From an optimization exercise on the open Yosys and OpenROAD flow, aimed at small area and few clock cycles; shortcuts taken in it are not production practice. The RTL was checked by simulation tests, not by an equivalence proof against the original design. Power figures rest on the tool's default switching activity, not on a simulated workload. No driver is modelled on the clock port, so clocking that relies on it looks cheaper here than on a real chip.

// opc2ser
module opc2ser #(
    parameter RXBUF_SIZE = 128
) (
    input  wire        clk,
    input  wire        rst,
    input  wire [1:0]  cfg_protocol,
    input  wire [7:0]  cfg_channel,
    input  wire [15:0] cfg_hs_timeout_ms,
    input  wire        dg_valid,
    output wire        dg_ready,
    input  wire [7:0]  dg_data,
    input  wire        dg_last,
    input  wire        dg_keep,
    output wire        tx_valid,
    input  wire        tx_ready,
    output reg  [7:0]  tx_data,
    output wire        tx_last,
    input  wire        srx_valid,
    input  wire [7:0]  srx_data,
    input  wire        tick_ms,
    output wire [1:0]  hs_state,
    output wire [2:0]  hs_cause,
    output wire        session_abort,
    output wire        busy,
    output wire [3:0]  err_code,
    output wire        warn3,
    output reg         evt_accept,
    output reg         evt_drop,
    output wire        evt_warn,
    output reg         evt_sent
);
Size in the first run: ~2100 cells after synthesis, ~0.029 mm² of cells after synthesis.
Settings: LEC_CHECK=0, CAP_MARGIN=20, CORE_MARGIN=2, CORE_UTILIZATION=55, PLACE_DENSITY=0.7, SLEW_MARGIN=20; clock period 12.0 ns.
standard.sh (not shown) runs the stock make flow with config.mk's settings and CLKGATE_MAP_FILE= SYNTH_SCRIPT=/design/flow/synth_recipe.tcl, a recipe that flattens the netlist after the stock synthesis.
==> flow/flow/run.sh <==
#!/bin/bash
# The standard layout (standard.sh) with these changes, all made through
# ORFS's own variables:
#  - synthesis maps logic with an area-oriented ABC script (flow/abc_map.script
#    in place of ORFS's abc_speed.script); the Yosys steps, and so the
#    registers, are those of the standard synthesis;
#  - ports are buffered with buf_1;
#  - clock tree synthesis uses larger sink clusters and no dummy loads.
# make's output goes to make_synth.log and make_finish.log here; each tool's
# own log is in orfs/logs/.
set -euo pipefail
here=$(pwd)
rm -rf "$here/scripts_area"
cp -r "$FLOW_HOME/scripts" "$here/scripts_area"
cp "$here/flow/abc_map.script" "$here/scripts_area/abc_speed.script"
sed "s#CLKGATE_MAP_FILE= #CLKGATE_MAP_FILE= SCRIPTS_DIR=$here/scripts_area #" standard.sh > synth_area.sh
export BUFFER_PORTS_ARGS="-buffer_cell sky130_fd_sc_hd__buf_1"
export CTS_ARGS="-sink_clustering_enable -repair_clock_nets -sink_clustering_size 36 -sink_clustering_max_diameter 80 -dont_use_dummy_load"
bash synth_area.sh synth > make_synth.log 2>&1
bash standard.sh finish > make_finish.log 2>&1
==> flow/flow/abc_map.script <==
&get -n
&st
&syn2
&dch
&nf -R 1000
&put
Testbench counts at the start, summed over its fixed seeds: cycles 102,288.
Next try:
--- a/flow/design.v
+++ b/flow/design.v
@@ -95,21 +95,22 @@
     assign hs_cause      = hs_cause_r;
     assign session_abort = (hs == HS_FAILED);
     reg          recv, send;           
     reg  [2:0]   ph;                   
     reg          chan_bad, cmd_bad, big;
     reg  [6:0]   len7;                 
     reg  [6:0]   need;                 
     reg  [8*PMAX-1:0] ring;            
     reg  [55:0]  dl;                   
     reg  [6:0]   dv;                   
-    reg  [2:0]   pc;                   
+    reg  [2:0]   rc;                   
+    reg  [2:0]   phi0;                 
     reg  [6:0]   wcnt;                 
     reg  [7:0]   outb;                 
     reg          outv;
     reg          tt;                   
     reg  [2:0]   err_r;
     reg          warn_r;
     assign dg_ready = (hs == HS_READY) && !send;
     assign busy     = recv | send;
     assign err_code = {1'b0, err_r};
     wire rx_beat = dg_valid && dg_ready;
@@ -163,21 +164,22 @@
         case (old)
             3'd0: stg_o = dl[8*0 +: 8];
             3'd1: stg_o = dl[8*1 +: 8];
             3'd2: stg_o = dl[8*2 +: 8];
             3'd3: stg_o = dl[8*3 +: 8];
             3'd4: stg_o = dl[8*4 +: 8];
             3'd5: stg_o = dl[8*5 +: 8];
             default: stg_o = dl[8*6 +: 8];
         endcase
     end
-    wire       wr  = (pc == wcnt[2:0]) && (stg_v || pay_in);
+    wire [2:0] wph = phi0 + wcnt[2:0];
+    wire       wr  = (rc == wph) && (stg_v || pay_in);
     wire [7:0] din = stg_v ? stg_o : dg_data;
     wire [8*PMAX-1:0] ring_n;
     wire [8*NR-1:0]   port;
     genvar gi;
     generate
         for (gi = 0; gi < NR; gi = gi + 1) begin : g_ring
             localparam B = 64 * gi;                       
             localparam L = (gi == NR - 1) ? 4 : 8;        
             wire ws = wr && (wcnt[6:3] == gi);
             assign ring_n[B +: 8*L] = {ring[B +: 8*(L-1)],
@@ -190,29 +192,24 @@
     end
     wire [6:0] dv_k = ~({7{wr && stg_v}} & (7'd1 << old));
     wire       hdr3 = kb && (ph == 3'd3);
     always @(posedge clk) begin
         dl <= {dl[47:0], dg_data};
         if (hdr3)
             dv <= 7'd0;
         else
             dv <= {dv[5:0] & dv_k[5:0], pay_in && !(wr && !stg_v)};
     end
-    wire [2:0] rph   = rcnt[2:0] + 3'd1;
+    wire [2:0] rph   = phi0 + 3'd1 + rcnt[2:0];
     wire       take  = tx_beat && in_pay;
-    wire       fetch = send && !wr_all && (pc == rph) && (!outv || take);
-    always @(posedge clk) begin
-        if (hdr3)
-            pc <= (tpm ? 3'd6 : 3'd4) - dg_data[2:0];
-        else
-            pc <= pc + 3'd1;
-    end
+    wire       fetch = send && !wr_all && (rc == rph) && (!outv || take);
+    wire [2:0] phi0_n = rc + dg_data[2:0] + (tpm ? 3'd3 : 3'd5);
     wire [15:0] dr;                    
     wire [6:0]  lq;
     assign dr[15:14] = 2'd0;
     generate
         for (gi = 6; gi >= 0; gi = gi - 1) begin : g_div3
             wire [2:0] t = {dr[2*gi+3 -: 2], len7[gi]};
             assign lq[gi] = (t >= 3'd3);
             assign dr[2*gi+1 -: 2] = lq[gi] ? t[1:0] - 2'd3 : t[1:0];
         end
     endgenerate
@@ -287,38 +284,41 @@
     always @(posedge clk) begin
         if (rst) begin
             recv       <= 1'b0;
             send       <= 1'b0;
             ph         <= 3'd0;
             err_r      <= 3'd0;
             warn_r     <= 1'b0;
             evt_accept <= 1'b0;
             evt_drop   <= 1'b0;
             evt_sent   <= 1'b0;
+            rc         <= 3'd0;
             outv       <= 1'b0;
         end else begin
+            rc         <= rc + 3'd1;
             warn_r     <= warn3;
             evt_accept <= 1'b0;
             evt_drop   <= 1'b0;
             evt_sent   <= 1'b0;
             if (wr)
                 wcnt <= wcnt + 7'd1;
             if (kb && in_hdr) begin
                 ph <= ph + 3'd1;
                 case (ph[1:0])
                     2'd0: chan_bad <= (dg_data != 8'd0) && (dg_data != cfg_chan_r);
                     2'd1: cmd_bad  <= (dg_data != 8'd0);
                     2'd2: big      <= (dg_data != 8'd0);
                     default: begin
                         big  <= big_e;
                         len7 <= dg_data[6:0];
                         need <= dg_data[6:0];
+                        phi0 <= phi0_n;
                         wcnt <= 7'd0;
                     end
                 endcase
             end
             if (pay_in)
                 need <= need - 7'd1;
             if (rx_beat) begin
                 recv <= 1'b1;
                 if (dg_last) begin
                     recv  <= 1'b0;
Effect:
- The changed run finished clean
- non-clock buffer count increases by 2
- clock skew is higher by 0.0034 ns
- total power hardly moves
- worst setup slack gains 0.070 ns
- cell area increases by 0.87%
- die area rises by about 0.9%
- fmax is higher by 0.65%
- first-iteration DRC count came out higher by about 6.5%
- routed wire length increases by 0.73%
Testbench counts after the change, summed over its fixed seeds: cycles 102,288.


Another version of the RTL of opc2ser (not shown whole).
Size in the first run: ~1,700 cells after synthesis, roughly 77 I/O pins, ~36,000 µm² of cells after synthesis.
// opc2ser
module opc2ser #(
    parameter RXBUF_SIZE = 128
) (
    input  wire        clk,
    input  wire        rst,
    input  wire [1:0]  cfg_protocol,
    input  wire [7:0]  cfg_channel,
    input  wire [15:0] cfg_hs_timeout_ms,
    input  wire        dg_valid,
    output wire        dg_ready,
    input  wire [7:0]  dg_data,
    input  wire        dg_last,
    input  wire        dg_keep,
    output wire        tx_valid,
    input  wire        tx_ready,
    output reg  [7:0]  tx_data,
    output wire        tx_last,
    input  wire        srx_valid,
    input  wire [7:0]  srx_data,
    input  wire        tick_ms,
    output wire [1:0]  hs_state,
    output wire [2:0]  hs_cause,
    output wire        session_abort,
    output wire        busy,
    output wire [3:0]  err_code,
    output wire        warn3,
    output reg         evt_accept,
    output reg         evt_drop,
    output wire        evt_warn,
    output reg         evt_sent
);
Settings: LEC_CHECK=0, CAP_MARGIN=20, CORE_MARGIN=2, CORE_UTILIZATION=55, PLACE_DENSITY=0.7, SLEW_MARGIN=20; clock period 12.0 ns.
==> flow/flow/run.sh <==
#!/bin/bash
# The standard layout (standard.sh) with these changes, all made through
# ORFS's own variables:
#  - synthesis maps logic with an area-oriented ABC script (flow/abc_map.script
#    in place of ORFS's abc_speed.script); the Yosys steps, and so the
#    registers, are those of the standard synthesis;
#  - ports are buffered with buf_1;
#  - clock tree synthesis uses larger sink clusters and no dummy loads.
# make's output goes to make_synth.log and make_finish.log here; each tool's
# own log is in orfs/logs/.
set -euo pipefail
here=$(pwd)
rm -rf "$here/scripts_area"
cp -r "$FLOW_HOME/scripts" "$here/scripts_area"
cp "$here/flow/abc_map.script" "$here/scripts_area/abc_speed.script"
sed "s#CLKGATE_MAP_FILE= #CLKGATE_MAP_FILE= SCRIPTS_DIR=$here/scripts_area #" standard.sh > synth_area.sh
export BUFFER_PORTS_ARGS="-buffer_cell sky130_fd_sc_hd__buf_1"
export CTS_ARGS="-sink_clustering_enable -repair_clock_nets -sink_clustering_size 30 -sink_clustering_max_diameter 80 -dont_use_dummy_load"
bash synth_area.sh synth > make_synth.log 2>&1
bash standard.sh finish > make_finish.log 2>&1
==> flow/flow/abc_map.script <==
&get -n
&st
&dch
&nf -R 1000
&put
The first run completed with no timing, DRC or antenna violations.
Testbench counts at the start, summed over its fixed seeds: cycles 102,288.
Then changed:
--- a/flow/design.v
+++ b/flow/design.v
@@ -206,22 +206,22 @@
                 default: tx_data = tt ? fl2 : fl1;
             endcase
         end
     end
     wire [8:0] c1, c2, i1, i2;
     wire [7:0] s1, s2, fl1_n, fl2_n;
     assign c1[0] = 1'b0;
     assign c2[0] = 1'b0;
     generate
         for (gi = 0; gi < 8; gi = gi + 1) begin : g_fl
-            assign s1[gi]    = fl1[gi] ^ tap[gi] ^ c1[gi];
-            assign c1[gi+1]  = (fl1[gi] & tap[gi]) | (c1[gi] & (fl1[gi] ^ tap[gi]));
+            assign s1[gi]    = fl1[gi] ^ dg_data[gi] ^ c1[gi];
+            assign c1[gi+1]  = (fl1[gi] & dg_data[gi]) | (c1[gi] & (fl1[gi] ^ dg_data[gi]));
             assign fl1_n[gi] = s1[gi] ^ i1[gi];
             assign i1[gi+1]  = s1[gi] & i1[gi];
             assign s2[gi]    = fl2[gi] ^ fl1_n[gi] ^ c2[gi];
             assign c2[gi+1]  = (fl2[gi] & fl1_n[gi]) | (c2[gi] & (fl2[gi] ^ fl1_n[gi]));
             assign fl2_n[gi] = s2[gi] ^ i2[gi];
             assign i2[gi+1]  = s2[gi] & i2[gi];
         end
     endgenerate
     assign i1[0] = c1[8] | (&s1);
     assign i2[0] = c2[8] | (&s2);
@@ -238,23 +238,23 @@
                                 dg_data};
     always @(posedge clk) begin
         if (ring_sh)
             ring <= ring_n;
     end
     always @(posedge clk) begin
         if (rst)
             acc <= cfg_hs_timeout_ms;
         else if (hs_tick)
             acc <= acc - 16'd1;
-        else if (accept)
+        else if (kb && ph == 3'd3)
             acc <= 16'd0;
-        else if (pay_out)
+        else if (pay_in)
             acc <= {fl2_n, fl1_n};
     end
     wire lw = (dr[1:0] != 2'd0);
     assign evt_warn = evt_accept && lw;
     assign warn3    = evt_accept ? lw : warn_r;
     always @(posedge clk) begin
         if (rst) begin
             recv       <= 1'b0;
             send       <= 1'b0;
             ph         <= 3'd0;
What happened:
- power increases by a few percent
- die area barely changes
- routed wire length shrinks by a few percent
- design area stays flat
- first-iteration DRC count rises slightly
- clock power goes up by a few percent
- final cell count goes up slightly
- maximum frequency climbs by roughly a tenth
- worst setup slack is better by 1.2 ns
- clock skew came out higher by 0.020 ns
Testbench counts after the change, summed over its fixed seeds: cycles 102,288.


## the previous run
Another version of the RTL of opc2ser (not shown whole).
For scale: roughly 2300 cells after synthesis, roughly 77 I/O pins.
Settings: LEC_CHECK=0, CAP_MARGIN=20, CORE_MARGIN=2, CORE_UTILIZATION=55, PLACE_DENSITY=0.7, SLEW_MARGIN=20; clock period 12.0 ns.
Scripts as last shown in full above: flow/flow/run.sh, flow/flow/abc_map.script
Testbench counts of the previous run, summed over its fixed seeds: cycles 102,288.
> inputs changed (the previous run -> the current run)
diff --git a/flow/design.v b/flow/design.v
--- a/flow/design.v
+++ b/flow/design.v
@@ -96,19 +96,19 @@
     assign session_abort = (hs == HS_FAILED);
     reg          recv, send;           
     reg  [2:0]   ph;                   
     reg          chan_bad, cmd_bad, big;
     reg  [6:0]   len7;                 
     reg  [6:0]   need;                 
     reg  [8*PMAX-1:0] ring;            
-    reg  [63:0]  stg;                  
+    reg  [55:0]  dl;                   
+    reg  [6:0]   dv;                   
     reg  [2:0]   rc;                   
     reg  [2:0]   phi0;                 
     reg  [6:0]   wcnt;                 
-    reg  [6:0]   rcnt;                 
     reg  [7:0]   outb;                 
     reg          outv;
     reg          tt;                   
     reg  [2:0]   err_r;
     reg          warn_r;
     assign dg_ready = (hs == HS_READY) && !send;
     assign busy     = recv | send;
@@ -133,33 +133,44 @@
     wire accept = rx_beat && dg_last && (verdict == 3'd0);
     wire tpm      = (cfg_proto_r == P_TPM2);
     wire ada      = (cfg_proto_r == P_ADA);
     wire hdr_last = tpm ? (ph == 3'd3) : (ph == 3'd5);
     wire in_pay   = (ph == 3'd6);
     wire in_trl   = (ph == 3'd7);
     wire len_nz   = (len7 != 7'd0);
+    wire [6:0] rcnt = need;
     wire rd_last  = (rcnt == len7);    
     assign tx_valid = send && (outv || !in_pay);
     wire tx_beat  = tx_valid && tx_ready;
     wire fin      = (ada && ((in_pay && rd_last) || (hdr_last && !len_nz))) ||
                     (in_trl && (tpm || tt));
     assign tx_last = fin;
-    wire [2:0] arr   = len7[2:0] - need[2:0];      
-    wire       stg_v = (arr != wcnt[2:0]);          
+    reg  [2:0] old;
+    always @(*) begin
+        casez (dv)
+            7'b1??????: old = 3'd6;
+            7'b01?????: old = 3'd5;
+            7'b001????: old = 3'd4;
+            7'b0001???: old = 3'd3;
+            7'b00001??: old = 3'd2;
+            7'b000001?: old = 3'd1;
+            default:    old = 3'd0;
+        endcase
+    end
+    wire       stg_v = (dv != 7'd0);
     reg  [7:0] stg_o;
     always @(*) begin
-        case (wcnt[2:0])
-            3'd0: stg_o = stg[8*0 +: 8];
-            3'd1: stg_o = stg[8*1 +: 8];
-            3'd2: stg_o = stg[8*2 +: 8];
-            3'd3: stg_o = stg[8*3 +: 8];
-            3'd4: stg_o = stg[8*4 +: 8];
-            3'd5: stg_o = stg[8*5 +: 8];
-            3'd6: stg_o = stg[8*6 +: 8];
-            default: stg_o = stg[8*7 +: 8];
+        case (old)
+            3'd0: stg_o = dl[8*0 +: 8];
+            3'd1: stg_o = dl[8*1 +: 8];
+            3'd2: stg_o = dl[8*2 +: 8];
+            3'd3: stg_o = dl[8*3 +: 8];
+            3'd4: stg_o = dl[8*4 +: 8];
+            3'd5: stg_o = dl[8*5 +: 8];
+            default: stg_o = dl[8*6 +: 8];
         endcase
     end
     wire [2:0] wph = phi0 + wcnt[2:0];
     wire       wr  = (rc == wph) && (stg_v || pay_in);
     wire [7:0] din = stg_v ? stg_o : dg_data;
     wire [8*PMAX-1:0] ring_n;
     wire [8*NR-1:0]   port;
@@ -173,17 +184,22 @@
                                        ws ? din : ring[B + 8*(L-1) +: 8]};
             assign port[8*gi +: 8] = ring[B +: 8];
         end
     endgenerate
     always @(posedge clk) begin
         ring <= ring_n;
     end
+    wire [6:0] dv_k = ~({7{wr && stg_v}} & (7'd1 << old));
+    wire       hdr3 = kb && (ph == 3'd3);
     always @(posedge clk) begin
-        if (pay_in)
-            stg[8*arr +: 8] <= dg_data;
+        dl <= {dl[47:0], dg_data};
+        if (hdr3)
+            dv <= 7'd0;
+        else
+            dv <= {dv[5:0] & dv_k[5:0], pay_in && !(wr && !stg_v)};
     end
     wire [2:0] rph   = phi0 + 3'd1 + rcnt[2:0];
     wire       take  = tx_beat && in_pay;
     wire       fetch = send && (wcnt != rcnt) && (rc == rph) && (!outv || take);
     wire [2:0] phi0_n = rc + dg_data[2:0] + (tpm ? 3'd3 : 3'd5);
     wire [15:0] dr;                    
     wire [6:0]  lq;
@@ -291,15 +307,14 @@
                     2'd2: big      <= (dg_data != 8'd0);
                     default: begin
                         big  <= big_e;
                         len7 <= dg_data[6:0];
                         need <= dg_data[6:0];
                         phi0 <= phi0_n;
                         wcnt <= 7'd0;
-                        rcnt <= 7'd0;
                     end
                 endcase
             end
             if (pay_in)
                 need <= need - 7'd1;
             if (rx_beat) begin
                 recv <= 1'b1;
@@ -314,15 +329,15 @@
                     end else begin
                         evt_drop <= 1'b1;
                     end
                 end
             end
             if (fetch) begin
                 outb <= port[8*rcnt[6:3] +: 8];
-                rcnt <= rcnt + 7'd1;
+                need <= need + 7'd1;
                 outv <= 1'b1;
             end else if (take) begin
                 outv <= 1'b0;
             end
             if (tx_beat) begin
                 if (fin) begin
                     send     <= 1'b0;
Notes after the runs:
Changes observed in the current run relative to the previous run: wire length after detailed routing decreased by about 12% relative to the old numbers, design area now sits lower, number of placed instances with taps included lost 253. The previous run → the current run: non-clock buffer count went down by 13%, required time reported for the critical path endpoint went up by 20 ps, worst setup slack went up by 110 ps.
Testbench counts of the current run, summed over its fixed seeds: cycles 102,288.

==> port drivers added, routing unchanged <==
The results above use ideal ports. As a check the final layouts listed here were re-extracted and re-timed, cells and wires unchanged. Step 1, drivers: a clkbuf_16 drives clk and a buf_2 each remaining input, both assumed. Step 2 moves the port delays by t, midway between the first and last clock arrival at a register: inputs arrive t later, outputs are due t later. That takes back most of the time a late clock gives input paths. Three values: ideal ports, drivers, drivers and shift; two values: the first two.
| run | t (ns) | setup WS [ns] | worst hold slack (ns) | worst setup path at the end | slew at the worst register clock pin (ns) |
|---|---|---|---|---|---|
| the first run of note 1 | 0.625 | 1.231 / 1.256 / 0.630 | 0.285 / 0.285 / 0.285 | input to register | 0.13 / 0.13 |
| the second run of note 1 | 0.627 | 1.300 / 1.332 / 0.705 | 0.300 / 0.300 / 0.300 | input to register | 0.12 / 0.12 |
| the first run of note 2 | 0.637 | 0.554 / 0.554 / 0.554 | 0.366 / 0.366 / 0.366 | register to register | 0.11 / 0.11 |
| the second run of note 2 | 0.639 | 1.729 / 1.768 / 1.129 | 0.339 / 0.339 / 0.339 | input to register | 0.11 / 0.11 |
| the previous run | 0.650 | 1.720 / 1.754 / 1.104 | 0.284 / 0.284 / 0.284 | input to register | 0.11 / 0.11 |
| the current run | 0.647 | 1.829 / 1.864 / 1.218 | 0.292 / 0.292 / 0.292 | input to register | 0.11 / 0.11 |
After both steps every run listed still meets setup and hold. For the previous run, which loses most, drivers alone change the setup slack by +0.034 ns; drivers and shift together by -0.616 ns.
